Source: an optimization exercise on an open RTL-to-GDS flow (aim: small area, a short achievable clock period and few clock cycles). Production flows keep margins and buffers that such runs may drop.
At most, simulation tests tie the RTL to the original design; equivalence was not proved.
For run 6, only the layout was checked, not whether the RTL still works.
Power figures rest on the tool's default switching activity, not on a simulated workload.

==> design/flow/design.v <==
module bc_rx_engine (
    input  wire       clk,
    input  wire       rst,         
    input  wire       in_valid,
    output wire       in_ready,
    input  wire       in_kind,     
    input  wire [2:0] in_op,
    input  wire [7:0] in_data,
    output wire       out_valid,
    output wire [7:0] out_data,
    output wire       out_last,
    input  wire       out_ready
);
    localparam integer CAP = 97;
    localparam integer IW  = 7;             
    localparam integer QD  = 2;             
    localparam integer QW  = 1;             
    localparam [7:0] MARKER = 8'h7A;
    localparam [7:0] ESCAPE = 8'h7B;
    localparam [2:0] OP_QFLAGS  = 3'd0;
    localparam [2:0] OP_POPD    = 3'd1;
    localparam [2:0] OP_POPDT   = 3'd2;
    localparam [2:0] OP_POPF    = 3'd3;
    localparam [2:0] OP_CLRD    = 3'd4;
    localparam [2:0] OP_CLRF    = 3'd5;
    localparam [2:0] OP_CLRC    = 3'd6;
    localparam [2:0] OP_SETMODE = 3'd7;
    localparam [1:0] K_ONE = 2'd0;          
    localparam [1:0] K_DAT = 2'd1;          
    localparam [1:0] K_FMT = 2'd2;          
    localparam [1:0] E_HDR = 2'd0;
    localparam [1:0] E_LEN = 2'd1;
    localparam [1:0] E_STA = 2'd2;
    localparam [1:0] E_PAY = 2'd3;
    function [IW-1:0] ring_inc;
        input [IW-1:0] a;
        begin
            ring_inc = (a == CAP - 1) ? {IW{1'b0}} : a + 1'b1;
        end
    endfunction
    function [IW-1:0] ring_dec;
        input [IW-1:0] a;
        begin
            ring_dec = (a == 0) ? CAP - 1 : a - 1'b1;
        end
    endfunction
    function in_range;
        input [IW-1:0] x;
        input [IW-1:0] p;
        input [IW:0]   r;
        reg   [IW:0]   t;
        reg   [IW:0]   d;
        begin
            t = {1'b0, x} - {1'b0, p};
            d = t[IW] ? t + CAP : t;
            in_range = d < r;
        end
    endfunction
    reg [7:0]    ring [0:CAP-1];
    reg          w_v;
    reg [IW-1:0] w_slot;        
    reg [7:0]    w_data;        
    always @(posedge clk) begin
        if (w_v)
            ring[w_slot] <= w_data;
    end
    reg       a_v;
    reg       b_free;           
    wire      b_v = !b_free;
    reg       a_kind, b_kind;
    reg [2:0] a_op, b_op;
    reg [7:0] a_d, b_d;
    reg       a_mk;             
    reg       a_esc;            
    reg       a_st;             
    reg       a_out;            
    reg          tx_mode;
    reg          haz;           
    wire         q_full;
    wire a_block = (a_st && !tx_mode && haz) || (a_out && q_full);
    wire go      = a_v && !a_block;
    wire a_free  = !a_v || go;
    assign in_ready = b_free;
    wire acc = in_valid && b_free;
    always @(posedge clk) begin
        if (rst) begin
            a_v    <= 1'b0;
            b_free <= 1'b1;
        end else if (a_free) begin
            a_v    <= b_v || acc;
            b_free <= 1'b1;
        end else if (acc) begin
            b_free <= 1'b0;
        end
    end
    wire       f_kind = b_v ? b_kind : in_kind;
    wire [2:0] f_op   = b_v ? b_op   : in_op;
    wire [7:0] f_d    = b_v ? b_d    : in_data;
    always @(posedge clk) begin
        if (!b_v) begin
            b_kind <= in_kind;
            b_op   <= in_op;
            b_d    <= in_data;
        end
        if (a_free) begin
            a_kind <= f_kind;
            a_op   <= f_op;
            a_d    <= f_d;
            a_mk   <= !f_kind && (f_d == MARKER);
            a_esc  <= !f_kind && (f_d == ESCAPE);
            a_st   <= !f_kind && (f_d != MARKER) && (f_d != ESCAPE);
            a_out  <= f_kind && !f_op[2];
        end
    end
    reg [IW-1:0] wrn;           
    reg [IW-1:0] start;
    reg [IW-1:0] cnt;           
    reg          lr_mk;         
    reg          lr_esc;        
    reg [IW-1:0] prev_start;
    reg [IW-1:0] prev_end;
    reg [IW-1:0] prev_n;        
    reg          prev_valid;
    reg [7:0]    prev_st;       
    reg [1:0]    len_hi;        
    reg          len_hi_ok;     
    reg [IW-1:0] need;          
    reg          need_ok;       
    reg          fmt_rdy, dat_rdy, in_pkt, ovl, cmd_done;
    wire step   = go && !a_kind;
    wire opstep = go && a_kind;
    wire rx     = step && !tx_mode;
    wire store  = rx && a_st;
    wire [IW-1:0] cnt_base  = in_pkt ? cnt : {IW{1'b0}};
    wire [IW-1:0] cnt_inc   = (cnt_base == CAP + 1) ? cnt_base : cnt_base + 1'b1;
    wire [7:0]    st_byte   = lr_esc ? {1'b0, a_d[6:0]} : a_d;
    wire [IW-1:0] wrn_inc   = ring_inc(wrn);
    wire [7:0]    need8     = {1'b0, len_hi, st_byte[7:3]} + (st_byte[2:0] != 3'd0) + 8'd3;
    wire          mk1_accept = !ovl && (cnt >= 3) && !w_data[7] && need_ok && (need == cnt);
    wire          mk2_fmt    = !ovl && (cnt == 7'd33);
    wire [IW:0]   fit_sum    = {1'b0, prev_n} + {1'b0, cnt};
    wire          mk2_reval  = prev_valid && (fit_sum <= CAP - 3) && !prev_st[7];
    wire          busy_q     = tx_mode ? !cmd_done : in_pkt;
    wire [IW-1:0] pay_n      = (a_op == OP_POPDT && {1'b0, a_d} < {1'b0, prev_n}) ? a_d[IW-1:0] : prev_n;
    always @(posedge clk) begin
        if (rst) begin
            wrn        <= 0;
            start      <= 0;
            cnt        <= 0;
            lr_mk      <= 1'b0;
            lr_esc     <= 1'b0;
            prev_start <= 0;
            prev_end   <= 0;
            prev_n     <= 0;
            prev_valid <= 1'b0;
            fmt_rdy    <= 1'b0;
            dat_rdy    <= 1'b0;
            in_pkt     <= 1'b0;
            ovl        <= 1'b0;
            cmd_done   <= 1'b1;
            tx_mode    <= 1'b0;
        end else begin
            if (step) begin
                if (tx_mode) begin
                    if (a_mk)
                        cmd_done <= 1'b1;
                end else if (a_mk) begin
                    if (lr_mk) begin
                        if (mk2_fmt)
                            fmt_rdy <= 1'b1;
                        if (mk2_reval)
                            dat_rdy <= 1'b1;
                    end else if (mk1_accept) begin
                        dat_rdy    <= 1'b1;
                        prev_start <= start;
                        prev_end   <= w_slot;
                        prev_n     <= cnt - 2'd3;
                        prev_valid <= 1'b1;
                    end
                    in_pkt <= 1'b0;
                end else begin
                    if (!in_pkt) begin
                        in_pkt  <= 1'b1;
                        dat_rdy <= 1'b0;
                        fmt_rdy <= 1'b0;
                        ovl     <= 1'b0;
                        start   <= wrn;
                    end
                    if (a_esc) begin
                        cnt <= cnt_base;
                    end else begin
                        wrn <= wrn_inc;
                        cnt <= cnt_inc;
                        if (cnt_inc > CAP)
                            ovl <= 1'b1;
                    end
                end
                lr_mk  <= a_mk;
                lr_esc <= a_esc;
            end
            if (opstep) begin
                case (a_op)
                    OP_POPD, OP_POPDT:
                        if (dat_rdy) begin
                            dat_rdy    <= 1'b0;
                            prev_valid <= 1'b0;
                        end
                    OP_POPF:    fmt_rdy  <= 1'b0;
                    OP_CLRD:    dat_rdy  <= 1'b0;
                    OP_CLRF:    fmt_rdy  <= 1'b0;
                    OP_CLRC:    cmd_done <= 1'b0;
                    OP_SETMODE: begin
                        tx_mode  <= a_d[0];
                        cmd_done <= 1'b1;
                    end
                    default: ;
                endcase
            end
        end
    end
    reg pblk;
    wire mk1_evt = rx && a_mk && !lr_mk && mk1_accept;
    wire p_lo = (wrn >= prev_start);
    wire p_hi = (wrn < prev_end);
    always @(posedge clk)
        pblk <= !mk1_evt && ((prev_start < prev_end) ? (p_lo && p_hi) : (p_lo || p_hi));
    always @(posedge clk) begin
        if (rst)
            w_v <= 1'b0;
        else
            w_v <= store;
        if (store) begin
            w_slot  <= wrn;
            w_data  <= st_byte;
            if (wrn == prev_end)
                prev_st <= st_byte;
            if (cnt_base == 0) begin
                len_hi    <= st_byte[1:0];
                len_hi_ok <= (st_byte[7:2] == 6'd0);
            end
            if (cnt_base == 1) begin
                need    <= need8[IW-1:0];
                need_ok <= len_hi_ok && !need8[7];
            end
        end
        if (mk1_evt)
            prev_st <= w_data;
    end
    reg [1:0]    n_kind;
    reg [7:0]    n_byte;
    reg [IW-1:0] n_ptr;
    reg [IW-1:0] n_cnt;         
    reg          n_blk;
    always @(*) begin
        n_kind = K_ONE;
        n_byte = 8'h00;
        n_ptr  = prev_start;
        n_cnt  = pay_n;
        n_blk  = 1'b0;
        case (a_op)
            OP_QFLAGS:
                n_byte = {1'b0, busy_q, tx_mode, cmd_done, ovl, in_pkt, dat_rdy, fmt_rdy};
            OP_POPD, OP_POPDT:
                if (dat_rdy) begin
                    n_kind = K_DAT;
                    n_byte = prev_st;
                    n_blk  = pblk;
                end
            OP_POPF:
                if (fmt_rdy) begin
                    n_kind = K_FMT;
                    n_ptr  = start;
                    n_cnt  = 7'd33;
                end
            default: ;
        endcase
    end
    reg [1:0]    q_kind [0:QD-1];
    reg [7:0]    q_byte [0:QD-1];
    reg [IW-1:0] q_ptr  [0:QD-1];
    reg [IW-1:0] q_cnt  [0:QD-1];
    reg [QD-1:0] q_blk;
    reg [QD-1:0] q_val;
    reg [QW-1:0] q_wp, q_rp;
    reg          e_v;
    reg [1:0]    e_kind;
    reg [7:0]    e_byte;
    reg [IW-1:0] e_ptr;         
    reg [IW-1:0] e_cnt;         
    reg [1:0]    e_ph;
    reg          e_lc;          
    reg          e_blk;
    assign q_full = q_val[q_wp];
    reg       o_v;
    reg [7:0] o_d;
    reg       o_l;
    reg [7:0] h_d;
    reg       h_l;
    assign out_valid = o_v;
    assign out_data  = o_d;
    assign out_last  = o_l;
    wire pop  = o_v && out_ready;
    wire emit = e_v && (!o_v || out_ready);
    wire [7:0] rd_byte = ring[e_ptr];
    wire       e_read = e_ph[0];
    wire [7:0] e_alt  = (!e_ph[1] && e_kind != K_ONE) ? 8'h01 : e_byte;
    wire [7:0] e_data = e_read ? rd_byte : e_alt;
    reg        e_last;
    always @(*) begin
        case (e_ph)
            E_HDR:   e_last = (e_kind == K_ONE);
            E_STA:   e_last = (e_cnt == 0);
            E_LEN:   e_last = 1'b0;
            default: e_last = (e_cnt == 1);
        endcase
    end
    wire e_rng = e_v && (e_kind != K_ONE) && ((e_ph == E_HDR) || (e_ph == E_LEN) || (e_cnt != 0));
    always @(posedge clk) begin
        if (rst)
            o_v <= 1'b0;
        else if (emit)
            o_v <= 1'b1;
        else if (pop)
            o_v <= 1'b0;
    end
    always @(posedge clk) begin
        o_d <= emit ? e_data : h_d;
        o_l <= emit ? e_last : h_l;
    end
    always @(posedge clk) begin
        if (rst) begin
            h_d <= 8'h00;
            h_l <= 1'b0;
        end else if (emit) begin
            h_d <= e_data;
            h_l <= e_last;
        end
    end
    wire push   = opstep && a_out;
    wire e_done = emit && e_last;
    wire e_load = !e_v || e_done;
    wire q_take = e_load && q_val[q_rp];
    reg [QD-1:0] q_blk_nx;
    integer qi;
    always @(*) begin
        for (qi = 0; qi < QD; qi = qi + 1)
            q_blk_nx[qi] = q_blk[qi] ||
                           (store && (q_kind[qi] != K_ONE) && (wrn_inc == q_ptr[qi]));
    end
    wire e_rd      = emit && e_read;
    wire e_blk_nx  = e_blk ? !(e_rd && (wrn == e_ptr))
                           : (store && !e_rd && e_rng && (wrn_inc == e_ptr));
    always @(posedge clk) begin
        if (rst) begin
            q_val <= {QD{1'b0}};
            q_wp  <= 0;
            q_rp  <= 0;
        end else begin
            if (push) begin
                q_val[q_wp] <= 1'b1;
                q_wp        <= (q_wp == QD - 1) ? 0 : q_wp + 1'b1;
            end
            if (q_take) begin
                q_val[q_rp] <= 1'b0;
                q_rp        <= (q_rp == QD - 1) ? 0 : q_rp + 1'b1;
            end
        end
    end
    always @(posedge clk) begin
        for (qi = 0; qi < QD; qi = qi + 1) begin
            if (push && q_wp == qi) begin
                q_kind[qi] <= n_kind;
                q_byte[qi] <= n_byte;
                q_ptr[qi]  <= n_ptr;
                q_cnt[qi]  <= n_cnt;
                q_blk[qi]  <= n_blk;
            end else begin
                q_blk[qi]  <= q_blk_nx[qi] && q_val[qi];
            end
        end
    end
    always @(posedge clk) begin
        if (rst) begin
            e_v   <= 1'b0;
            e_blk <= 1'b0;
        end else if (e_load) begin
            e_v   <= q_val[q_rp];
            e_blk <= q_val[q_rp] && q_blk_nx[q_rp];
        end else begin
            e_blk <= e_blk_nx;
        end
    end
    always @(posedge clk) begin
        if (rst)
            haz <= 1'b0;
        else
            haz <= |(q_blk_nx & q_val) ||
                   (push && n_blk) ||
                   e_blk || (store && e_rng && (wrn_inc == e_ptr));
    end
    always @(posedge clk) begin
        if (e_load) begin
            e_kind <= q_kind[q_rp];
            e_byte <= q_byte[q_rp];
            e_ptr  <= q_ptr[q_rp];
            e_cnt  <= q_cnt[q_rp];
            e_ph   <= E_HDR;
            e_lc   <= 1'b0;
        end else if (emit) begin
            case (e_ph)
                E_HDR: e_ph <= (e_kind == K_DAT) ? E_LEN : E_PAY;
                E_LEN: begin
                    e_ptr <= ring_inc(e_ptr);
                    e_lc  <= 1'b1;
                    if (e_lc)
                        e_ph <= E_STA;
                end
                E_STA: e_ph <= E_PAY;
                E_PAY: begin
                    e_ptr <= ring_inc(e_ptr);
                    e_cnt <= e_cnt - 1'b1;
                end
            endcase
        end
    end
endmodule
==> design/flow/flow/run.sh <==
#!/bin/bash
set -euo pipefail
bash standard.sh \
  "BUFFER_PORTS_ARGS=-buffer_cell sky130_fd_sc_hd__buf_2" \
  "SETUP_SLACK_MARGIN=${FLOW_SETUP_MARGIN:-8.5}" \
  finish > standard_finish.log 2>&1
==> design/flow/standard.sh <==
#!/bin/bash
# synth_recipe.tcl (not shown) runs the flow's synth.tcl, then flattens the netlist and writes it again
# the make line also repeats each setting of config.mk as NAME=value (left out here)
make -C /OpenROAD-flow-scripts/flow DESIGN_CONFIG=/design/flow/config.mk WORK_HOME=/design/flow/orfs CLKGATE_MAP_FILE= SYNTH_SCRIPT=/design/flow/synth_recipe.tcl "${@:-finish}"
==> design/flow/config.mk <==
export PLATFORM = sky130hd
export DESIGN_NAME = bc_rx_engine
export DESIGN_NICKNAME = bc_rx_engine
export VERILOG_FILES = /design/flow/design.v
export SDC_FILE = /design/flow/constraint.sdc
export NUM_CORES = 4
export LEC_CHECK = 0
export CAP_MARGIN = 20
export CORE_MARGIN = 2
export CORE_UTILIZATION = 70
export CTS_BUF_LIST = sky130_fd_sc_hd__clkbuf_16
export CTS_CLUSTER_DIAMETER = 120
export CTS_CLUSTER_SIZE = 30
export SLEW_MARGIN = 20
==> design/flow/constraint.sdc <==
create_clock -name core_clock -period 12.0 [get_ports {clk}]
set_input_delay 2.4000 -clock core_clock [delete_from_list [all_inputs] [get_ports {clk}]]
set_output_delay 2.4000 -clock core_clock [all_outputs]
set_load 0.01 [all_outputs]
==> results of run 1 <==
[synth_stat cells, types with 9 or more instances]
library cell	number
a211oi_1	18
a21o_1	14
a21oi_1	71
a22oi_1	17
and2_1	9
and3_1	9
buf_2	25
buf_4	21
clkbuf_1	67
dfxtp_1	105
edfxtp_1	898
ha_1	52
inv_1	62
mux2_2	40
mux2i_1	89
mux4_2	209
nand2_1	111
nand2b_1	15
nand3_1	39
nand4_1	16
nor2_1	222
nor2b_1	35
nor3_1	38
nor4_1	10
o211ai_1	15
o21a_1	9
o21ai_0	37
or3_1	12
xnor2_1	28
xor2_1	26
[flip-flops by register name (all words and copies together) (netlist names), 3 cells and up, named ones only]
name / count
ring: 776
q_byte: 16
q_cnt: 14
q_ptr: 14
a_d: 8
b_d: 8
e_byte: 8
h_d: 8
o_d: 8
prev_st: 8
w_data: 8
cnt: 7
e_cnt: 7
e_ptr: 7
need: 7
prev_end: 7
prev_n: 7
prev_start: 7
start: 7
w_slot: 7
wrn: 7
q_kind: 4
a_op: 3
b_op: 3
[area by class of cell]
type,count,area [sq um]
Tap cell,773,967
Timing Repair Buffer,61,612
Fill cell,3493,15200
Clock buffer,40,1000
Multi-Input combinational cell,1266,11700
Sequential cell,1003,29100
Clock inverter,25,128
Inverter,65,249
[through the flow]
step	cell area [sq um]	power (mW)	hold WS, ns	cells
2_1_floorplan	41600	3.99	0.405	2462
3_3_place_gp	42300	4.05	0.426	3156
3_5_place_dp	42300	4.05	0.441	3156
4_1_cts	43700	5.62	0.462	3231
5_1_grt	43700	5.74	0.479	3233
6_report	43700	5.61	0.462	3233
[timing repair]
item,in CTS,in global routing
hold buffers,0,0
gates resized for setup,36,5
setup endpoints to repair,48,24
gates cloned,2,0
buffers inserted,8,1
[path summary, 6_finish.rpt]
kind	endpoint	start	cells after the start
worst max-delay path	out_data[0]	o_d[0]	1
worst min register to register	o_l	h_l	2
worst max register to register	h_d[3]	e_ph[0]	7
worst min-delay path	o_l	h_l	2
[report_power, final]
group          internal [mW]  switching, mW
Combinational         0.0772          0.109
Clock                  0.623           1.01
Sequential              3.77         0.0210
[layout by cell type, fill, tap and decap left out, types with 15 or more instances in the layout]
cell / instances
edfxtp_1: 898
nor2_1: 219
mux4_2: 209
nand2_1: 110
dfxtp_1: 90
mux2i_1: 89
inv_1: 84
a21oi_1: 71
ha_1: 52
clkbuf_16: 40
nand3_1: 39
nor3_1: 38
mux2_2: 37
o21ai_0: 35
nor2b_1: 33
xnor2_1: 28
xor2_1: 26
buf_4: 26
a211oi_1: 18
a22oi_1: 17
nand4_1: 16
o211ai_1: 15
buf_2: 15
[metal layers]
metal  share of wire  GRT usage  vias up
met3           0.096     0.0533      164
met5               0          0        -
li1                -          -     9579
met4           0.031     0.0865        0
met1            0.40      0.475    11528
met2            0.47      0.506     1229
[kinds of logic after synthesis]
logic type / synth area share
XOR/XNOR: 0.0114
flip-flops: 0.699
AO/OA/AOI/OAI: 0.0441
multiplexers: 0.145
adder cells (fa/ha/maj): 0.0164
AND/OR/NAND/NOR: 0.0622
buffers and inverters: 0.0213
==> metrics.md, run 1 <==
| Metric | Value |
|---|---|
| Area contributors post-synth | `edfxtp_1 65%, mux4_2 11%, dfxtp_1 5.1%, mux2i_1 2.1%, nor2_1 2.0%` |
| #FFs+latches synth | `1003` |
| R2R setup slack | `between 8 and 9 ns` |
| CP max stage cell | `dfxtp_4` |
| Static leakage | `around 14 nW` |
| Post-synth ARST share | `0` |
| Critical path, cell by cell | `buf_6` |
| Clock root buffer | `clkbuf_16` |
| Synth Cell Area | `between 40000 and 50000 sq um` |
| CTS Buf Count | `39` |
| Final WL | `approximately 96 mm` |
| Layout cells sized above 1 | `0.161` |
| Residual DRC count | `0` |
| Gr usage total | `0.321` |
| Post-Place Worst Slack | `around 7.6 ns` |
| H-tree Lvls | `2` |
| Antenna cells | `0` |
| Slew @ Worst Pin | `1.20 ns` |
| Hold WC Path Type | `register to register` |
| First-pass GRT wire length | `142 mm` |
| Buf/Inv on CP | `1` |
| Core ar. | `roughly 59000 sq um` |
| Synthesis-to-finish area growth | `5.19%` |
| Seq/Total Area, Yosys | `0.699` |
| Peak VDD IR | `159 uV` |
| Crit path capture type | `output port` |
| I/O pin cnt | `27` |
| Starting Density | `0.706` |
| Die width | `roughly 250 microns` |
| Syn_nets | `approximately 2500` |
| HPWL after DPL | `between 60 and 70 mm` |
| Initial antenna violation count | `0` |
| Area leader, netlist | `edfxtp_1` |
| Crit path largest cell delay | `~0.42 ns` |
| Overall die height | `between 200 and 250 microns` |
| EDFF count, synth | `around 900` |
| Crit path max fanout | `1` |
| DRT antenna net count | `0` |
| Clock skew | `approximately 0.029 ns` |
| Yosys top cell area share | `0.649` |
| Port Buffers | `26` |
| Drt pass-1 iters | `6` |
| Run status | `no timing/DRC/antenna violations` |
| CTS clk-pin slew, worst paths | `approximately 0.11 ns` |
| Drt first-iter violations | `2873` |
| Hold Fails Final Rpt | `0` |
| Cell family with most CP delay | `flip-flops` |
| CP arrival | `approximately 1.2 ns` |
| DIE AREA | `~61000 sq um` |
| Cell count after synthesis | `about 2500` |
| Mean Syn Cell Area | `16.9 sq um` |
| Unrepaired setup endpoints after global routing | `true` |
| Critical path type | `register to output port` |
| Setup Total Neg Slack | `0 ns` |
| Setup violations, final | `0` |
| Largest net degree at the start of global routing | `99` |
| Clock Latency Late Sink | `0.62 ns` |
| Max_cap viols | `0` |
| Post-route worst setup slack | `roughly 8.4 ns` |
| Clock tree sinks | `between 1000 and 1500` |
| Yosys cell types | `78` |
| Power per Cell Area | `about 130 nW/um^2` |
| # nets final | `between 2000 and 3000` |
| Slew headroom | `0.194` |
| Via/cell ratio | `between 6 and 7` |
| Fmax | `281 MHz` |
| Vias in the first global route | `about 22000` |
| Tmin final | `~3.6 ns` |
| GP Congestion | `about 0.9` |
| Slew Viols, Final | `0` |
| Bufs on Longest Clock Path | `3` |
| Vias | `around 23000` |
| CTS tree | `done` |
| DR WL/cell | `29.6 microns` |
| Startpoint types | `register` |
| Final Util | `0.742` |
| Global route overflow | `0` |
| Yosys Warn Count | `5` |
| Period utilization | `0.296` |
| # rows | `89` |
| Most common flop cell mapped by yosys | `edfxtp_1` |
| Critical Path RT | `roughly 9.6 ns` |
Testbench counts, summed over its fixed seeds: cycles 12,035.
==> inputs of run 2 (changes only) <==
--- a/design/flow/config.mk
+++ b/design/flow/config.mk
@@ -11,4 +11,4 @@
 export CTS_BUF_LIST = sky130_fd_sc_hd__clkbuf_16
-export CTS_CLUSTER_DIAMETER = 120
-export CTS_CLUSTER_SIZE = 30
+export CTS_CLUSTER_DIAMETER = 80
+export CTS_CLUSTER_SIZE = 20
 export SLEW_MARGIN = 20
==> run 2 against run 1 <==
Net effect: sequential power hardly changed; clock-buffer cell count is 16 higher; global-route usage is 0.42 points higher; synthesized area stayed put; critical path type unchanged; power is 5.3% higher; fmax is 0.21% lower; combinational power hardly changed; still clean; register-to-register slack better by 0.08 ns; non-clock buffer count is 1 lower; core utilization is 0.83 points higher; largest cell class unchanged; via count is 0.75% higher.
==> metrics.md, run 2 <==
| Metric | Value |
|---|---|
| Fmax | `281 MHz (about the same)` |
| Top-count cell post-synth | `edfxtp_1 (unchanged)` |
| Xor and xnor area share after synthesis | `0.0114 (unchanged)` |
| Residual DRC count | `0 (unchanged)` |
| Startpoint types | `register (unchanged)` |
| Slew headroom | `0.198 (was 0.194)` |
| Setup violations, final | `0 (unchanged)` |
| Area leader, netlist | `edfxtp_1 (unchanged)` |
| Buf/Inv on CP | `1 (unchanged)` |
| DR WL/cell | `29.6 microns (about the same)` |
| Yosys Warn Count | `5 (unchanged)` |
| # rows | `89 (unchanged)` |
| Switching Fraction | `0.204 (was 0.203)` |
| EDFF count, synth | `898 (unchanged)` |
| Vias in the first global route | `22005 (was 21790)` |
| #FFs+latches synth | `1003 (unchanged)` |
| Die width | `248 microns (unchanged)` |
| DIE AREA | `61400 sq um (unchanged)` |
| Pint | `4.70 mW (was 4.47 mW)` |
| Clock share of power | `0.327 (was 0.291)` |
| Tmin final | `3.56 ns (about the same)` |
| Slew Viols, Final | `0 (unchanged)` |
| Unrepaired setup endpoints after global routing | `true (unchanged)` |
| Drt first-iter violations | `2842 (was 2873)` |
| Seq/Total Area, Yosys | `0.699 (unchanged)` |
| Critical path type | `register to output port (unchanged)` |
| Most common flop cell mapped by yosys | `edfxtp_1 (unchanged)` |
| Crit path max fanout | `1 (unchanged)` |
| Power per Cell Area | `134 nW/um^2 (was 128 nW/um^2)` |
| R2r worst-path depth | `7 (unchanged)` |
| Cell count after synthesis | `2462 (unchanged)` |
| Static leakage | `14.4 nW (was 14.1 nW)` |
| Vias | `22669 (was 22500)` |
| Bufs on Longest Clock Path | `3 (unchanged)` |
| Commonest non-fill, non-tap cell in the layout | `edfxtp_1 (unchanged)` |
| Hold_sp | `h_l (unchanged)` |
| Switching power | `1.21 mW (was 1.14 mW)` |
| Starting Density | `0.706 (unchanged)` |
| Biggest regs | `ring: 776 flops, q_byte: 16 flops (unchanged)` |
| CTS clk-pin slew, worst paths | `0.08 ns (was 0.11 ns)` |
| Overall die height | `248 microns (unchanged)` |
| R2R setup slack | `8.58 ns (was 8.50 ns)` |
| First-pass GRT wire length | `144 mm (was 142 mm)` |
| Mux cell area share after synthesis | `0.145 (unchanged)` |
| Post-Synth Simple-Gate Area | `0.0622 (unchanged)` |
| Fill count | `3447 (was 3493)` |
| Max_cap viols | `0 (unchanged)` |
| Via/cell ratio | `6.93 (was 6.96)` |
| Commonest cells in the netlist | `898 x edfxtp_1, 222 x nor2_1, 209 x mux4_2 (unchanged)` |
| Clock tree sinks | `1003 (unchanged)` |
| Global route overflow | `0 (unchanged)` |
| Critical path, cell by cell | `buf_6 (unchanged)` |
| I/O pin cnt | `27 (unchanged)` |
| Clock root buffer | `clkbuf_16 (unchanged)` |
| Sequential Power Share | `0.642 (was 0.676)` |
| Setup Total Neg Slack | `0 ns (unchanged)` |
| Yosys top cell area share | `0.649 (unchanged)` |
| Hold Fails Final Rpt | `0 (unchanged)` |
| Final WL | `96.7 mm (was 95.7 mm)` |
| WHS Path Cells | `2 (unchanged)` |
| Hold WC Path Type | `register to register (unchanged)` |
| Area contributors post-synth | `edfxtp_1 65%, mux4_2 11%, dfxtp_1 5.1%, mux2i_1 2.1%, nor2_1 2.0% (unchanged)` |
| Clock skew | `0.0221 ns (was 0.0286 ns)` |
| Largest net degree at the start of global routing | `99 (unchanged)` |
| FF-to-FF End | `h_d[3] (unchanged)` |
| Cell family with most CP delay | `flip-flops (unchanged)` |
| Core ar. | `58900 sq um (unchanged)` |
| End of the worst hold path | `o_l (unchanged)` |
| HPWL after DPL | `60.1 mm (unchanged)` |
| Antenna cells | `0 (unchanged)` |
| Crit path capture type | `output port (unchanged)` |
| Initial antenna violation count | `0 (unchanged)` |
| H-tree Lvls | `2 (unchanged)` |
| Synth Cell Area | `41600 sq um (unchanged)` |
| Peak VDD IR | `148 uV (was 159 uV)` |
| Yosys cell types | `78 (unchanged)` |
| FF-to-FF Start | `e_ph[0] (unchanged)` |
| Period utilization | `0.297 (was 0.296)` |
| Clock Latency Late Sink | `0.64 ns (was 0.62 ns)` |
| Most frequent cells in the layout | `898 x edfxtp_1, 218 x nor2_1, 209 x mux4_2 (was 898 x edfxtp_1, 219 x nor2_1, 209 x mux4_2)` |
| Largest family of logic cells by synthesized area | `multiplexers (unchanged)` |
| # nets final | `2521 (was 2505)` |
| Mean Syn Cell Area | `16.9 sq um (unchanged)` |
| Slew @ Worst Pin | `1.19 ns (was 1.20 ns)` |
| CP arrival | `1.16 ns (about the same)` |
| Drt pass-1 iters | `6 (unchanged)` |
| CP max stage cell | `dfxtp_4 (unchanged)` |
| CTS tree | `done (unchanged)` |
| Largest register FFs | `776 (unchanged)` |
| Critical Path RT | `9.60 ns (about the same)` |
| Run status | `no timing/DRC/antenna violations (unchanged)` |
| Final Util | `0.751 (was 0.742)` |
| DRT antenna net count | `0 (unchanged)` |
| Cts hold-fix bufs | `0 (unchanged)` |
| Biggest register | `ring (unchanged)` |
| Layout cells sized above 1 | `0.165 (was 0.161)` |
| CTS Buf Count | `56 (was 39)` |
| Post-synth ARST share | `0 (unchanged)` |
| Combinational share of power | `0.032 (was 0.033)` |
| Synthesis-to-finish area growth | `6.36% (was 5.19%)` |
| Gr usage total | `0.325 (was 0.321)` |
| Compound-gate portion of the synthesized area | `0.0441 (unchanged)` |
| Port Buffers | `26 (unchanged)` |
| Adder-Cell Fraction of Synth Area | `0.0164 (unchanged)` |
| GP Congestion | `0.919 (unchanged)` |
| Crit path largest cell delay | `0.41 ns (was 0.42 ns)` |
| Syn_nets | `2531 (unchanged)` |
[run 2: worst max-delay path by stage]
stage                     slack (ns)  cells past startpoint          end      start
after global placement          7.65                      9     register  out_ready
final                           8.44                      1  out_data[0]     o_d[0]
after floorplan                 8.29                     12        e_blk  out_ready
after CTS                       8.42                      1  out_data[0]     o_d[0]
after global routing            8.39                      1  out_data[0]     o_d[0]
after detailed placement        7.57                      9     register  out_ready
[run 2: worst register-to-register path, stage by stage (launching register included)]
cell	delay (ns)
dfxtp_1	0.86
inv_1	0.33
nor3_1	1.03
nand3_1	0.15
o31ai_1	0.42
a311oi_1	0.18
a21o_1	0.20
nor2b_1	0.13
[run 2: timing repair]
item,in CTS,in global routing
pin swaps,0,0
cloned,2,0
setup buffers,8,0
endpoints found under the setup margin,43,21
resized for setup,37,4
[run 2: logic make-up after synthesis]
family / after synthesis
adder cells (fa/ha/maj): 54
flip-flops: 1003
multiplexers: 338
XOR/XNOR: 54
AND/OR/NAND/NOR: 549
buffers and inverters: 193
AO/OA/AOI/OAI: 271
[run 2: through the flow]
stage          instances  area [sq um]  power [mW]  hold WS, ns  setup slack (ns)
2_1_floorplan       2462         41600        3.99        0.405              8.29
3_3_place_gp        3156         42300        4.05        0.426              7.65
3_5_place_dp        3156         42300        4.05        0.441              7.57
4_1_cts             3271         44200        5.93        0.460              8.42
5_1_grt             3272         44200        6.07        0.479              8.39
6_report            3272         44200        5.91        0.453              8.44
[run 2: metal layers]
metal,share of wire,track usage,up-vias
li1,-,-,9630
met1,0.40,0.480,11633
met2,0.48,0.511,1227
met3,0.096,0.0585,179
met4,0.030,0.0872,0
met5,0,0,-
[run 2: final cells by class]
class	count	area (sq um)	share of cell area
clock buffers	56	1400	0.0317
clock inverters	49	219	0.00495
inverters	65	249	0.00563
multi-input cells	1266	11700	0.264
flip-flops and latches	1003	29100	0.658
well taps	773	967	0.0219
repair buffers	60	604	0.0137
[run 2: power groups by stage]
stage          combinational, mW  clock [mW]  sequential [mW]
2_1_floorplan              0.128           0             3.87
3_3_place_gp               0.174           0             3.87
3_5_place_dp               0.177           0             3.87
4_1_cts                    0.186        1.95             3.79
5_1_grt                    0.198        2.08             3.79
6_report                   0.186        1.93             3.79
==> inputs of run 3 (changes only) <==
==> design/flow/flow/run.sh (replaced) <==
#!/bin/bash
set -euo pipefail
bash standard.sh \
  "BUFFER_PORTS_ARGS=-buffer_cell sky130_fd_sc_hd__buf_2" \
  "SETUP_SLACK_MARGIN=${FLOW_SETUP_MARGIN:-8.0}" \
  finish > standard_finish.log 2>&1
--- a/design/flow/config.mk
+++ b/design/flow/config.mk
@@ -11,4 +11,4 @@
 export CTS_BUF_LIST = sky130_fd_sc_hd__clkbuf_16
-export CTS_CLUSTER_DIAMETER = 80
-export CTS_CLUSTER_SIZE = 20
+export CTS_CLUSTER_DIAMETER = 100
+export CTS_CLUSTER_SIZE = 24
 export SLEW_MARGIN = 20
==> run 3 against run 2 <==
Net effect: highest routed layer unchanged; cell count decreased by 0.58%; global-route usage down 1.1 points; clock-buffer cell count fell by 7; flip-flop and latch count stayed put; design area decreased by 0.85%; sequential share of layout area grew 0.51 points; combinational power shrank 2%; still clean on timing, DRC and antenna; first-iteration DRC count is 3.5% higher.
==> metrics.md, run 3 <==
| Metric | Value |
|---|---|
| Post-synth ARST share | `0 (unchanged)` |
| H-tree Lvls | `2 (unchanged)` |
| Critical path type | `register to register (was register to output port)` |
| Max_cap viols | `0 (unchanged)` |
| Commonest cells in the netlist | `898 x edfxtp_1, 222 x nor2_1, 209 x mux4_2 (unchanged)` |
| Core ar. | `58900 sq um (unchanged)` |
| Largest register FFs | `776 (unchanged)` |
| Vias in the first global route | `21684 (was 22005)` |
| Hold WC Path Type | `register to register (unchanged)` |
| Setup violations, final | `0 (unchanged)` |
| Port Buffers | `26 (unchanged)` |
| Placed cell count | `3159 (was 3156)` |
| Biggest register | `ring (unchanged)` |
| Setup Total Neg Slack | `0 ns (unchanged)` |
| #FFs+latches synth | `1003 (unchanged)` |
| # nets final | `2511 (was 2521)` |
| Area leader, netlist | `edfxtp_1 (unchanged)` |
| Top-count cell post-synth | `edfxtp_1 (unchanged)` |
| Crit path max fanout | `62 (was 1)` |
| CTS clk-pin slew, worst paths | `0.10 ns (was 0.08 ns)` |
| Startpoint types | `register (unchanged)` |
| Via/cell ratio | `6.85 (was 6.93)` |
| Largest net degree at the start of global routing | `99 (unchanged)` |
| Syn_nets | `2531 (unchanged)` |
| DRT antenna net count | `0 (unchanged)` |
| Clock skew | `0.0249 ns (was 0.0221 ns)` |
| Residual DRC count | `0 (unchanged)` |
| Gr usage total | `0.313 (was 0.325)` |
| Antenna cells | `0 (unchanged)` |
| Power per Cell Area | `131 nW/um^2 (was 134 nW/um^2)` |
| Fin cells | `3253 (was 3272)` |
| First-pass GRT wire length | `139 mm (was 144 mm)` |
| Run status | `no timing/DRC/antenna violations (unchanged)` |
| I/O pin cnt | `27 (unchanged)` |
| Area contributors post-synth | `edfxtp_1 65%, mux4_2 11%, dfxtp_1 5.1%, mux2i_1 2.1%, nor2_1 2.0% (unchanged)` |
| Starting Density | `0.706 (unchanged)` |
| Initial antenna violation count | `0 (unchanged)` |
| Synthesis-to-finish area growth | `5.45% (was 6.36%)` |
| Yosys Warn Count | `5 (unchanged)` |
| Most frequent cells in the layout | `898 x edfxtp_1, 221 x nor2_1, 209 x mux4_2 (was 898 x edfxtp_1, 218 x nor2_1, 209 x mux4_2)` |
| Cts hold-fix bufs | `0 (unchanged)` |
| Clock root buffer | `clkbuf_16 (unchanged)` |
| Peak VDD IR | `136 uV (was 148 uV)` |
| DIE AREA | `61400 sq um (unchanged)` |
| Cell count after synthesis | `2462 (unchanged)` |
| Most common flop cell mapped by yosys | `edfxtp_1 (unchanged)` |
| Hold Fails Final Rpt | `0 (unchanged)` |
| Overall die height | `248 microns (unchanged)` |
| Biggest regs | `ring: 776 flops, q_byte: 16 flops (unchanged)` |
| Unrepaired setup endpoints after global routing | `false (was true)` |
| Mean Syn Cell Area | `16.9 sq um (unchanged)` |
| Critical Path RT | `12.47 ns (was 9.60 ns)` |
| Drt pass-1 iters | `6 (unchanged)` |
| Layout cells sized above 1 | `0.155 (was 0.165)` |
| Yosys cell types | `78 (unchanged)` |
| Slew @ Worst Pin | `1.11 ns (was 1.19 ns)` |
| HPWL after DPL | `58.7 mm (was 60.1 mm)` |
| Final WL | `94.0 mm (was 96.7 mm)` |
| CTS Buf Count | `47 (was 56)` |
| Clock Latency Late Sink | `0.63 ns (was 0.64 ns)` |
| CTS tree | `done (unchanged)` |
| EDFF count, synth | `898 (unchanged)` |
| Yosys top cell area share | `0.649 (unchanged)` |
| Die width | `248 microns (unchanged)` |
| Bufs on Longest Clock Path | `3 (unchanged)` |
| Vias | `22292 (was 22669)` |
| Synth Cell Area | `41600 sq um (unchanged)` |
| Crit path capture type | `register (was output port)` |
| Fmax | `258 MHz (was 281 MHz)` |
| Slew Viols, Final | `0 (unchanged)` |
| # rows | `89 (unchanged)` |
| Slew headroom | `0.255 (was 0.198)` |
| Global route overflow | `0 (unchanged)` |
| Static leakage | `14.2 nW (was 14.4 nW)` |
| Commonest non-fill, non-tap cell in the layout | `edfxtp_1 (unchanged)` |
| CP arrival | `4.34 ns (was 1.16 ns)` |
| Tmin final | `3.87 ns (was 3.56 ns)` |
| DR WL/cell | `28.9 microns (was 29.6 microns)` |
| GP Congestion | `0.894 (was 0.919)` |
| Seq/Total Area, Yosys | `0.699 (unchanged)` |
| Clock tree sinks | `1003 (unchanged)` |
| Drt first-iter violations | `2942 (was 2842)` |
| Period utilization | `0.323 (was 0.297)` |
==> run 3: cell counts after synthesis <==
Identical to the previous run, type by type.
==> run 3: area by class of cell <==
| class | count | area [sq um] |
|---|---|---|
| Clock buffer | 49 | 1230 |
| Clock inverter | 38 | 145 |
| Fill cell | 3461 | 15100 |
| Inverter | 65 | 246 |
| Multi-Input combinational cell | 1266 | 11600 |
| Sequential cell | 1003 | 29100 |
| Tap cell | 773 | 967 |
| Timing Repair Buffer | 59 | 547 |
==> run 3: worst paths after layout <==
check | start | to | slack (ns) | depth (start not counted)
worst max-delay path | register | h_d[0] | 8.13 | 9
worst min-delay path | h_d[7] | o_d[7] | 0.45 | 2
worst max register to register | register | h_d[0] | 8.13 | 9
worst min register to register | h_d[7] | o_d[7] | 0.45 | 2
==> run 3: kinds of logic (layout without fill, tap and decap cells) <==
logic type / count (synthesis) / count (layout) / share of synthesized area
AOI/OAI and AO/OA: 271 / 271 / 0.0441
xor gates and xnor gates: 54 / 54 / 0.0114
adders and majority gates: 54 / 54 / 0.0164
buffers and inverters: 193 / 211 / 0.0213
DFF: 1003 / 1003 / 0.699
muxes: 338 / 338 / 0.145
and+or+nand+nor: 549 / 549 / 0.0622
==> run 3: through the flow <==
stage | area, sq um | utilization | power (mW) | hold WS [ns] | worst slack, ns
3_5_place_dp | 42300 | 0.717 | 4.05 | 0.431 | 7.13
5_1_grt | 43800 | 0.744 | 5.90 | 0.478 | 8.01
3_3_place_gp | 42300 | 0.717 | 4.05 | 0.421 | 7.26
2_1_floorplan | 41600 | - | 3.99 | 0.405 | 8.04
4_1_cts | 43700 | 0.742 | 5.77 | 0.452 | 8.09
6_report | 43800 | 0.744 | 5.76 | 0.453 | 8.13
==> run 3: worst max-delay path, stage by stage (launching register included) <==
cell and delay (ns):
dfxtp_4 0.65, buf_6 0.51, buf_6 0.58, mux4_2 0.41
mux4_2 0.50, and2_1 0.18, a211oi_1 0.25, a21oi_1 0.10
nor4_1 0.33, nor4_1 0.10
==> run 3: metal layers <==
metal,up-vias,track usage,routed length [microns]
met5,-,0,0
met4,0,0.0940,3150
met3,172,0.0536,8230
met2,1079,0.487,44600
met1,11427,0.467,38000
li1,9614,-,-
==> run 3: power breakdown <==
group          switching [mW]  internal, mW  total (mW)  leakage (nW)
clock                    1.03         0.747        1.78         0.805
combinational           0.106        0.0757       0.182          4.43
sequential             0.0217          3.77        3.79          8.99
==> run 3: timing repair <==
action                                  CTS  global route
setup buffers                             1             0
endpoints found under the setup margin   28             4
gates resized for setup                   7             3
gates cloned                              1             0
==> inputs of run 4 (changes only) <==
==> design/flow/flow/run.sh (replaced) <==
#!/bin/bash
set -euo pipefail
bash standard.sh \
  "BUFFER_PORTS_ARGS=-buffer_cell sky130_fd_sc_hd__buf_2" \
  "SETUP_SLACK_MARGIN=${FLOW_SETUP_MARGIN:-8.5}" \
  finish > standard_finish.log 2>&1
==> run 4 against run 3 <==
Net effect: synthesized cell count unchanged; flip-flop and latch count did not move; register-to-register slack improved by 0.50 ns; highest routed layer unchanged.
==> metrics.md, run 4 <==
| Metric | Value |
|---|---|
| Yosys top cell area share | `0.649 (unchanged)` |
| Run status | `no timing/DRC/antenna violations (unchanged)` |
| Setup violations, final | `0 (unchanged)` |
| Area contributors post-synth | `edfxtp_1 65%, mux4_2 11%, dfxtp_1 5.1%, mux2i_1 2.1%, nor2_1 2.0% (unchanged)` |
| Starting Density | `0.706 (unchanged)` |
| #FFs+latches synth | `1003 (unchanged)` |
| Synthesis-to-finish area growth | `5.70% (was 5.45%)` |
| Cts hold-fix bufs | `0 (unchanged)` |
| Core ar. | `58900 sq um (unchanged)` |
| Drt first-iter violations | `2907 (was 2942)` |
| Crit path max fanout | `1 (was 62)` |
| Bufs on Longest Clock Path | `3 (unchanged)` |
| Vias in the first global route | `21888 (was 21684)` |
| CTS Buf Count | `47 (unchanged)` |
| Period utilization | `0.297 (was 0.323)` |
| Largest net degree at the start of global routing | `99 (unchanged)` |
| Syn_nets | `2531 (unchanged)` |
| Cell count after synthesis | `2462 (unchanged)` |
| Post-synth ARST share | `0 (unchanged)` |
| Clock skew | `0.0271 ns (was 0.0249 ns)` |
| DIE AREA | `61400 sq um (unchanged)` |
| Startpoint types | `register (unchanged)` |
| Unrepaired setup endpoints after global routing | `true (was false)` |
| Largest register FFs | `776 (unchanged)` |
| Commonest cells in the netlist | `898 x edfxtp_1, 222 x nor2_1, 209 x mux4_2 (unchanged)` |
| Global route overflow | `0 (unchanged)` |
| Port Buffers | `26 (unchanged)` |
| Biggest register | `ring (unchanged)` |
| First-pass GRT wire length | `143 mm (was 139 mm)` |
| Slew headroom | `0.238 (was 0.255)` |
| CTS clk-pin slew, worst paths | `0.10 ns (about the same)` |
| I/O pin cnt | `27 (unchanged)` |
| HPWL after DPL | `60.1 mm (was 58.7 mm)` |
| Fmax | `281 MHz (was 258 MHz)` |
| H-tree Lvls | `2 (unchanged)` |
| CP max stage cell | `dfxtp_4 (unchanged)` |
| CTS tree | `done (unchanged)` |
| Critical path type | `register to output port (was register to register)` |
| Tmin final | `3.56 ns (was 3.87 ns)` |
| Critical path, cell by cell | `buf_6 (was buf_6 -> buf_6 -> mux4_2 -> mux4_2 -> and2_1 -> a211oi_1 -> a21oi_1 -> nor4_1 -> nor4_1)` |
| Commonest non-fill, non-tap cell in the layout | `edfxtp_1 (unchanged)` |
| Via/cell ratio | `6.90 (was 6.85)` |
| Peak VDD IR | `124 uV (was 136 uV)` |
| CP arrival | `1.16 ns (was 4.34 ns)` |
| Tot Pwr | `5.73 mW (was 5.76 mW)` |
| Slew Viols, Final | `0 (unchanged)` |
| Critical Path RT | `9.60 ns (was 12.47 ns)` |
| Hold Fails Final Rpt | `0 (unchanged)` |
| Clock tree sinks | `1003 (unchanged)` |
| Synth Cell Area | `41600 sq um (unchanged)` |
| Biggest regs | `ring: 776 flops, q_byte: 16 flops (unchanged)` |
| Drt pass-1 iters | `6 (unchanged)` |
| Setup Total Neg Slack | `0 ns (unchanged)` |
| Antenna cells | `0 (unchanged)` |
| DRT antenna net count | `0 (unchanged)` |
| Gr usage total | `0.322 (was 0.313)` |
| Clock root buffer | `clkbuf_16 (unchanged)` |
| Residual DRC count | `0 (unchanged)` |
| Clock Latency Late Sink | `0.63 ns (about the same)` |
| Top-count cell post-synth | `edfxtp_1 (unchanged)` |
| Buf/Inv on CP | `1 (was 2)` |
| GP Congestion | `0.919 (was 0.894)` |
| Area leader, netlist | `edfxtp_1 (unchanged)` |
| Layout cells sized above 1 | `0.162 (was 0.155)` |
| Mean Syn Cell Area | `16.9 sq um (unchanged)` |
| Seq/Total Area, Yosys | `0.699 (unchanged)` |
| Slew @ Worst Pin | `1.14 ns (was 1.11 ns)` |
| Hold WC Path Type | `register to register (unchanged)` |
| Overall die height | `248 microns (unchanged)` |
| Yosys Warn Count | `5 (unchanged)` |
| # nets final | `2512 (was 2511)` |
| Max_cap viols | `0 (unchanged)` |
| Vias | `22452 (was 22292)` |
| Initial antenna violation count | `0 (unchanged)` |
| Crit path largest cell delay | `0.42 ns (was 0.65 ns)` |
| EDFF count, synth | `898 (unchanged)` |
| Most common flop cell mapped by yosys | `edfxtp_1 (unchanged)` |
| Yosys cell types | `78 (unchanged)` |
| Die width | `248 microns (unchanged)` |
| # rows | `89 (unchanged)` |
| Power per Cell Area | `130 nW/um^2 (was 131 nW/um^2)` |
| Final WL | `96.1 mm (was 94.0 mm)` |
| Cell family with most CP delay | `flip-flops (was buffers and inverters)` |
| DR WL/cell | `29.5 microns (was 28.9 microns)` |
| Most frequent cells in the layout | `898 x edfxtp_1, 218 x nor2_1, 209 x mux4_2 (was 898 x edfxtp_1, 221 x nor2_1, 209 x mux4_2)` |
| Static leakage | `14.3 nW (was 14.2 nW)` |
| Crit path capture type | `output port (was register)` |
==> run 4: changes by cell type in the layout (fill, tap and decap cells not counted), sizes merged <==
cell    delta
clkbuf     -2
bufbuf     +1
==> run 4: worst min-delay path, delay by kind of cell (launching register included) <==
family           cells  cell delay, ns
DFF                  1            0.31
and+or+nand+nor      2            0.12
==> run 4: worst paths after layout <==
check                start     endpoint  slack [ns]  depth (start not counted)
hold / removal         h_l          o_l        0.46                          2
hold reg to reg        h_l          o_l        0.46                          2
setup reg to reg  register       h_d[3]        8.63                          9
setup / recovery    o_d[0]  out_data[0]        8.44                          1
==> run 4: cell families (layout without fill, tap and decap cells) <==
kind of cell / count (synthesis) / in the layout / synth area share
buffers and inverters: 193 / 210 / 0.0213
XOR/XNOR: 54 / 54 / 0.0114
adder cells (fa/ha/maj): 54 / 54 / 0.0164
flip-flops: 1003 / 1003 / 0.699
AND/OR/NAND/NOR: 549 / 549 / 0.0622
multiplexers: 338 / 338 / 0.145
AO/OA/AOI/OAI: 271 / 271 / 0.0441
==> run 4: power by group <==
| group | switching, mW | total (mW) | internal, mW |
|---|---|---|---|
| Clock | 1.03 | 1.75 | 0.721 |
| Sequential | 0.0209 | 3.79 | 3.77 |
| Combinational | 0.109 | 0.186 | 0.0773 |
| Total | 1.16 | 5.73 | 4.57 |
==> run 4: layer usage <==
layer	GRT usage	vias to the layer above	share of wire
li1	-	9598	-
met3	0.0534	183	0.092
met4	0.0896	0	0.032
met5	0	-	0
met1	0.473	11473	0.40
met2	0.511	1198	0.48
==> run 4: metrics by stage <==
step | instance area, sq um | worst slack, ns | std cells | utilization | hold slack (ns)
6_report | 43900 | 8.44 | 3252 | 0.746 | 0.463
5_1_grt | 43900 | 8.41 | 3252 | 0.746 | 0.476
4_1_cts | 43900 | 8.43 | 3249 | 0.744 | 0.460
3_5_place_dp | 42300 | 7.57 | 3156 | 0.718 | 0.441
3_3_place_gp | 42300 | 7.65 | 3156 | 0.718 | 0.426
2_1_floorplan | 41600 | 8.29 | 2462 | - | 0.405
==> run 4: area by class of cell <==
cell class / count / area (sq um)
clock inverters: 38 / 150
flip-flops and latches: 1003 / 29100
multi-input cells: 1266 / 11700
inverters: 65 / 249
fillers: 3472 / 15000
well taps: 773 / 967
clock buffers: 47 / 1180
repair buffers: 60 / 624
==> run 4: repair_timing <==
item,CTS,global route
buffers inserted,6,1
gates resized for setup,36,5
setup endpoints to repair,47,24
cloned,2,0
==> inputs of run 5 (changes only) <==
==> design/flow/flow/run.sh (replaced) <==
#!/bin/bash
set -euo pipefail
bash standard.sh \
  "BUFFER_PORTS_ARGS=-buffer_cell sky130_fd_sc_hd__buf_2" \
  "SETUP_SLACK_MARGIN=8.5" \
  "CTS_ARGS=-sink_clustering_enable -repair_clock_nets -sink_clustering_size 24 -sink_clustering_max_diameter 100 -buf_list sky130_fd_sc_hd__clkbuf_16 -apply_ndr half" \
  finish > standard_finish.log 2>&1
==> run 5 against run 4 <==
Net effect: still clean on timing, DRC and antenna; first-iteration DRC count did not move; critical path depth did not move; cell count did not move; combinational power hardly changed; setup slack did not move; clock-buffer cell count stayed put; clock skew is the same; register-to-register slack barely moved; critical path type unchanged; largest cell class unchanged; largest power group unchanged.
==> metrics.md, run 5 <==
| Metric | Value |
|---|---|
| Run status | `no timing/DRC/antenna violations (unchanged)` |
| Core ar. | `58900 sq um (unchanged)` |
| Clock skew | `0.0271 ns (unchanged)` |
| Slew headroom | `0.238 (unchanged)` |
| Largest net degree at the start of global routing | `99 (unchanged)` |
| Vias | `22452 (unchanged)` |
| Area contributors post-synth | `edfxtp_1 65%, mux4_2 11%, dfxtp_1 5.1%, mux2i_1 2.1%, nor2_1 2.0% (unchanged)` |
| Most common flop cell mapped by yosys | `edfxtp_1 (unchanged)` |
| DRT antenna net count | `0 (unchanged)` |
| First-pass GRT wire length | `143 mm (unchanged)` |
| Crit path capture type | `output port (unchanged)` |
| Clock root buffer | `clkbuf_16 (unchanged)` |
| Final Util | `0.746 (unchanged)` |
| Crit path max fanout | `1 (unchanged)` |
| Period utilization | `0.297 (unchanged)` |
| Top-count cell post-synth | `edfxtp_1 (unchanged)` |
| Vias in the first global route | `21888 (unchanged)` |
| Crit path largest cell delay | `0.42 ns (about the same)` |
| Synthesis-to-finish area growth | `5.70% (unchanged)` |
| Yosys top cell area share | `0.649 (unchanged)` |
| #FFs+latches synth | `1003 (unchanged)` |
| CTS clk-pin slew, worst paths | `0.10 ns (about the same)` |
| Peak VDD IR | `124 uV (unchanged)` |
| Port Buffers | `26 (unchanged)` |
| Overall die height | `248 microns (unchanged)` |
| Slew Viols, Final | `0 (unchanged)` |
| Fill count | `3472 (unchanged)` |
| Starting Density | `0.706 (unchanged)` |
| Slew @ Worst Pin | `1.14 ns (unchanged)` |
| Layout cells sized above 1 | `0.162 (unchanged)` |
| Power per Cell Area | `130 nW/um^2 (unchanged)` |
| Setup Total Neg Slack | `0 ns (unchanged)` |
| M3 GR Usage | `0.0534 (unchanged)` |
| Hold Fails Final Rpt | `0 (unchanged)` |
| Post-route worst setup slack | `8.44 ns (unchanged)` |
| Bufs on Longest Clock Path | `3 (unchanged)` |
| DR WL/cell | `29.5 microns (unchanged)` |
| Critical Path RT | `9.60 ns (about the same)` |
| Critical path type | `register to output port (unchanged)` |
| Max_cap viols | `0 (unchanged)` |
| Seq/Total Area, Yosys | `0.699 (unchanged)` |
| HPWL after DPL | `60.1 mm (unchanged)` |
| Busiest metal layer after global routing | `met2 (unchanged)` |
| # nets final | `2512 (unchanged)` |
| Final hold slack | `0.463 ns (unchanged)` |
| Static leakage | `14.3 nW (unchanged)` |
| # rows | `89 (unchanged)` |
| EDFF count, synth | `898 (unchanged)` |
| Biggest register | `ring (unchanged)` |
| Largest register FFs | `776 (unchanged)` |
| GR Layer Usage met2 | `0.511 (unchanged)` |
| Buf/Inv on CP | `1 (unchanged)` |
| Fmax | `281 MHz (unchanged)` |
| Antenna cells | `0 (unchanged)` |
| Clock tree sinks | `1003 (unchanged)` |
| Cts hold-fix bufs | `0 (unchanged)` |
| CTS tree | `done (unchanged)` |
| Die width | `248 microns (unchanged)` |
| Hold WC Path Type | `register to register (unchanged)` |
| Drt pass-1 iters | `6 (unchanged)` |
| CP arrival | `1.16 ns (about the same)` |
| I/O pin cnt | `27 (unchanged)` |
| Clock Latency Late Sink | `0.63 ns (about the same)` |
| Post-Place Worst Slack | `7.57 ns (unchanged)` |
| Commonest cells in the netlist | `898 x edfxtp_1, 222 x nor2_1, 209 x mux4_2 (unchanged)` |
| Critical path, cell by cell | `buf_6 (unchanged)` |
| CP max stage cell | `dfxtp_4 (unchanged)` |
| Commonest non-fill, non-tap cell in the layout | `edfxtp_1 (unchanged)` |
| Startpoint types | `register (unchanged)` |
| Tot Pwr | `5.73 mW (unchanged)` |
| Synth Cell Area | `41600 sq um (unchanged)` |
| DIE AREA | `61400 sq um (unchanged)` |
| Tmin final | `3.56 ns (unchanged)` |
| Drt first-iter violations | `2907 (unchanged)` |
| Syn_nets | `2531 (unchanged)` |
| Most frequent cells in the layout | `898 x edfxtp_1, 218 x nor2_1, 209 x mux4_2 (unchanged)` |
| Final WL | `96.1 mm (unchanged)` |
| Mean Syn Cell Area | `16.9 sq um (unchanged)` |
| CTS Buf Count | `47 (unchanged)` |
| GP Congestion | `0.919 (unchanged)` |
| Via/cell ratio | `6.90 (unchanged)` |
| Gr usage total | `0.322 (unchanged)` |
| Yosys Warn Count | `5 (unchanged)` |
| Area leader, netlist | `edfxtp_1 (unchanged)` |
| H-tree Lvls | `2 (unchanged)` |
| Met1 Use GR | `0.473 (unchanged)` |
| Setup violations, final | `0 (unchanged)` |
| Initial antenna violation count | `0 (unchanged)` |
| Yosys cell types | `78 (unchanged)` |
| Unrepaired setup endpoints after global routing | `true (unchanged)` |
| Cell count after synthesis | `2462 (unchanged)` |
| Residual DRC count | `0 (unchanged)` |
| Cell family with most CP delay | `flip-flops (unchanged)` |
| Post-synth ARST share | `0 (unchanged)` |
| Biggest regs | `ring: 776 flops, q_byte: 16 flops (unchanged)` |
| Global route overflow | `0 (unchanged)` |
run 5: cell counts after synthesis:
No cell type changed its count.
run 5: cell type report:
cell class,instances,area (sq um),area share
Sequential cell,1003,29100,0.662
Inverter,65,249,0.00567
Timing Repair Buffer,60,624,0.0142
Clock inverter,38,150,0.00342
Tap cell,773,967,0.0220
Multi-Input combinational cell,1266,11700,0.266
Clock buffer,47,1180,0.0268
run 5: per-layer routing:
metal	up-vias	part of all wire	wire length (microns)
met5	-	0	0
met4	0	0.032	3080
met3	183	0.092	8880
met2	1198	0.48	46000
met1	11473	0.40	38100
li1	9598	-	-
run 5: timing repair:
| item | CTS | global route |
|---|---|---|
| gates cloned | 2 | 0 |
| resized for setup | 36 | 5 |
| setup endpoints to repair | 47 | 24 |
| buffers inserted | 6 | 1 |
| endpoints found under the hold margin | 0 | 0 |
run 5: worst paths after layout:
kind / cells after the start / slack, ns / from / endpoint
setup reg to reg: 9 / 8.63 / register / h_d[3]
setup / recovery: 1 / 8.44 / o_d[0] / out_data[0]
hold reg to reg: 2 / 0.46 / h_l / o_l
hold / removal: 2 / 0.46 / h_l / o_l
run 5: logic make-up (layout without fill, tap and decap cells):
group | count (synthesis) | count (layout) | share of synthesized area
buffers and inverters | 193 | 210 | 0.0213
XOR/XNOR | 54 | 54 | 0.0114
AO/OA/AOI/OAI | 271 | 271 | 0.0441
flip-flops | 1003 | 1003 | 0.699
adder cells (fa/ha/maj) | 54 | 54 | 0.0164
AND/OR/NAND/NOR | 549 | 549 | 0.0622
multiplexers | 338 | 338 | 0.145
run 5: per-stage QoR:
step	instance area (sq um)	instances
2_1_floorplan	41600	2462
3_3_place_gp	42300	3156
3_5_place_dp	42300	3156
4_1_cts	43900	3249
5_1_grt	43900	3252
6_report	43900	3252
run 5: power breakdown:
part,leakage [nW],switching [mW],internal [mW]
clock network,0.780,1.03,0.721
logic,4.47,0.109,0.0773
registers,9.00,0.0209,3.77
total,14.3,1.16,4.57
==> inputs of run 6 (changes only) <==
--- a/design/flow/design.v
+++ b/design/flow/design.v
@@ -15,4 +15,4 @@
     localparam integer IW  = 7;             
-    localparam integer QD  = 2;             
-    localparam integer QW  = 1;             
+    localparam integer QD  = 4;             
+    localparam integer QW  = 2;             
     localparam [7:0] MARKER = 8'h7A;
==> design/flow/flow/run.sh (replaced) <==
#!/bin/bash
set -euo pipefail
bash standard.sh \
  "BUFFER_PORTS_ARGS=-buffer_cell sky130_fd_sc_hd__buf_2" \
  "SETUP_SLACK_MARGIN=${FLOW_SETUP_MARGIN:-8.5}" \
  finish > standard_finish.log 2>&1
==> run 6 against run 5 <==
Net effect: still clean on timing, DRC and antenna; flip-flop and latch count grew 54; clock skew increased by 0.012 ns; global-route usage rose by 0.90 points; design area is 5.9% higher; critical path depth rose by 1; clock-buffer cell count grew 3; first-iteration DRC count up 23%; largest cell class unchanged.
==> metrics.md, run 6 <==
| Metric | Value |
|---|---|
| Clock root buffer | `clkbuf_16 (unchanged)` |
| # rows | `91 (was 89)` |
| CTS tree | `done (unchanged)` |
| Crit path max fanout | `16 (was 1)` |
| Residual DRC count | `0 (unchanged)` |
| Peak VDD IR | `162 uV (was 124 uV)` |
| Core ar. | `61700 sq um (was 58900 sq um)` |
| Starting Density | `0.707 (was 0.706)` |
| Static leakage | `14.8 nW (was 14.3 nW)` |
| Bufs on Longest Clock Path | `3 (unchanged)` |
| Critical path type | `register to register (was register to output port)` |
| Synthesis-to-finish area growth | `6.62% (was 5.70%)` |
| Port Buffers | `26 (unchanged)` |
| Tmin final | `3.57 ns (was 3.56 ns)` |
| Global route overflow | `0 (unchanged)` |
| Buf/Inv on CP | `0 (was 1)` |
| Gr usage total | `0.331 (was 0.322)` |
| Seq/Total Area, Yosys | `0.702 (was 0.699)` |
| Overall die height | `254 microns (was 248 microns)` |
| Fmax | `280 MHz (was 281 MHz)` |
| Yosys Warn Count | `5 (unchanged)` |
| CTS Buf Count | `50 (was 47)` |
| Cts hold-fix bufs | `0 (unchanged)` |
| Hold Fails Final Rpt | `0 (unchanged)` |
| EDFF count, synth | `946 (was 898)` |
| Drt first-iter violations | `3587 (was 2907)` |
| R2R setup slack | `8.43 ns (was 8.63 ns)` |
| Startpoint types | `register (unchanged)` |
| Clock skew | `0.0393 ns (was 0.0271 ns)` |
| Crit path capture type | `register (was output port)` |
| #FFs+latches synth | `1057 (was 1003)` |
| Vias | `24248 (was 22452)` |
| DR WL/cell | `30.6 microns (was 29.5 microns)` |
| Layout cells sized above 1 | `0.181 (was 0.162)` |
| Post-synth ARST share | `0 (unchanged)` |
| Hold WC Path Type | `register to register (unchanged)` |
| Largest register FFs | `776 (unchanged)` |
| Tot Pwr | `6.26 mW (was 5.73 mW)` |
| I/O pin cnt | `27 (unchanged)` |
| Crit path largest cell delay | `1.27 ns (was 0.42 ns)` |
| # nets final | `2660 (was 2512)` |
| Die width | `254 microns (was 248 microns)` |
| Unrepaired setup endpoints after global routing | `true (unchanged)` |
| Clock Latency Late Sink | `0.65 ns (was 0.63 ns)` |
| HPWL after DPL | `64.4 mm (was 60.1 mm)` |
| Yosys cell types | `83 (was 78)` |
| Setup Total Neg Slack | `0 ns (unchanged)` |
| Slew Viols, Final | `0 (unchanged)` |
| Syn_nets | `2666 (was 2531)` |
| Final WL | `106 mm (was 96.1 mm)` |
| Clock tree sinks | `1057 (was 1003)` |
| H-tree Lvls | `2 (unchanged)` |
| Yosys top cell area share | `0.651 (was 0.649)` |
| Top-count cell post-synth | `edfxtp_1 (unchanged)` |
| Area contributors post-synth | `edfxtp_1 65%, mux4_2 12%, dfxtp_1 5.1%, ha_1 1.9%, nor2_1 1.7% (was edfxtp_1 65%, mux4_2 11%, dfxtp_1 5.1%, mux2i_1 2.1%, nor2_1 2.0%)` |
| Most frequent cells in the layout | `946 x edfxtp_1, 238 x mux4_2, 190 x nor2_1 (was 898 x edfxtp_1, 218 x nor2_1, 209 x mux4_2)` |
| Synth Cell Area | `43600 sq um (was 41600 sq um)` |
| GP Congestion | `0.969 (was 0.919)` |
| Critical path, cell by cell | `nand4_1 -> nor2_1 (was buf_6)` |
| CP arrival | `3.81 ns (was 1.16 ns)` |
| Run status | `no timing/DRC/antenna violations (unchanged)` |
| DRT antenna net count | `0 (unchanged)` |
| Commonest cells in the netlist | `946 x edfxtp_1, 238 x mux4_2, 192 x nor2_1 (was 898 x edfxtp_1, 222 x nor2_1, 209 x mux4_2)` |
| Slew @ Worst Pin | `1.17 ns (was 1.14 ns)` |
| Most common flop cell mapped by yosys | `edfxtp_1 (unchanged)` |
| Cell count after synthesis | `2584 (was 2462)` |
| Initial antenna violation count | `3 (was 0)` |
| CTS clk-pin slew, worst paths | `0.10 ns (about the same)` |
| DIE AREA | `64400 sq um (was 61400 sq um)` |
| Cell family with most CP delay | `simple AND/OR/NAND/NOR gates (was flip-flops)` |
| Power per Cell Area | `134 nW/um^2 (was 130 nW/um^2)` |
| Biggest register | `ring (unchanged)` |
| Critical Path RT | `12.24 ns (was 9.60 ns)` |
| Slew headroom | `0.219 (was 0.238)` |
| Drt pass-1 iters | `6 (unchanged)` |
| Via/cell ratio | `7.03 (was 6.90)` |
| Vias in the first global route | `23100 (was 21888)` |
| Max_cap viols | `0 (unchanged)` |
| Setup violations, final | `0 (unchanged)` |
| Area leader, netlist | `edfxtp_1 (unchanged)` |
| Period utilization | `0.297 (about the same)` |
| Largest net degree at the start of global routing | `99 (unchanged)` |
| First-pass GRT wire length | `153 mm (was 143 mm)` |
| Commonest non-fill, non-tap cell in the layout | `edfxtp_1 (unchanged)` |
| Biggest regs | `ring: 776 flops, q_byte: 32 flops (was ring: 776 flops, q_byte: 16 flops)` |
| Mean Syn Cell Area | `16.9 sq um (about the same)` |
| CP max stage cell | `nor2_1 (was dfxtp_4)` |
## run 6: power breakdown
group | switching, mW | internal [mW]
Sequential | 0.0319 | 3.98
Clock | 1.10 | 0.769
Combinational | 0.203 | 0.169
Total | 1.34 | 4.92
## run 6: layout make-up
type                            instances  area (sq um)
Fill cell                            3598         15200
Timing Repair Buffer                   82           836
Clock inverter                         33           173
Tap cell                              837          1050
Antenna cell                            1          2.50
Clock buffer                           50          1250
Multi-Input combinational cell       1327         12300
Inverter                               60           230
Sequential cell                      1057         30700
## run 6: kinds of logic after synthesis
kind of cell,after synthesis,share of synthesized area
and+or+nand+nor,566,0.0600
muxes,286,0.135
adders and majority gates,66,0.0191
DFF,1057,0.702
xor gates and xnor gates,55,0.0110
AOI/OAI and AO/OA,352,0.0541
buffers and inverters,202,0.0194
## run 6: worst paths after layout
path         depth (start not counted)          end      start
max                                  2  ring[23][3]  w_slot[2]
min                                  2       o_d[1]     h_d[1]
max reg2reg                          2  ring[23][3]  w_slot[2]
min reg2reg                          2       o_d[1]     h_d[1]
## run 6: worst min-delay path: cells and delay by family (launching register included)
kind | cells | cell delay, ns
flip-flops | 1 | 0.32
AND/OR/NAND/NOR | 2 | 0.12
## run 6: repair_timing
item                       4_1_cts  5_1_grt
cloned                           4        1
pin swaps                        1        0
setup buffers                    7        7
setup endpoints to repair      103       35
gates resized for setup         49       13
## run 6: metal layers
layer,vias up,track usage,part of all wire
li1,10193,-,-
met1,12375,0.495,0.39
met2,1485,0.522,0.48
met3,195,0.0461,0.098
met4,0,0.0998,0.033
met5,-,0,0
## run 6: stage by stage
step,instances,worst slack [ns],utilization,cell area [sq um],hold slack [ns]
final,3447,8.43,0.754,46500,0.467
after global routing,3446,8.44,0.754,46500,0.481
after CTS,3436,8.44,0.751,46400,0.464
after detailed placement,3342,7.06,0.723,44600,0.451
after global placement,3342,7.12,0.723,44600,0.442
after floorplan,2584,8.37,-,43800,0.416

[what the ideal ports hide]
How much do the figures lean on ideal ports? The routed layouts below were timed once more, with nothing changed but the port constraints. Step 1 assumes that a clkbuf_16 drives the clock port and a buf_2 every other input. Step 2 adds t to the input delays and takes it off the output delays; t is the mean of the earliest and latest rising clock arrival at the registers after step 1. Input paths then give back, and output paths get back, about the clock's delay inside the block. Three values: no drivers, after step 1, after step 2; two values: the first two.
run	t, ns	setup slack, ns	hold WS [ns]
run 1	0.671	8.445 / 8.383 / 7.961	0.462 / 0.462 / 0.462
run 2	0.696	8.437 / 8.373 / 7.929	0.453 / 0.453 / 0.453
run 3	0.685	8.129 / 8.129 / 7.540	0.453 / 0.453 / 0.453
run 4	0.674	8.438 / 8.377 / 7.938	0.463 / 0.463 / 0.463
run 5	0.674	8.438 / 8.377 / 7.938	0.463 / 0.463 / 0.463
run 6	0.693	8.431 / 8.395 / 7.922	0.467 / 0.467 / 0.467
After both steps setup and hold are still met in every run listed. For run 3, which loses most, drivers alone change the setup slack by 0.000 ns; drivers and shift together by -0.589 ns.
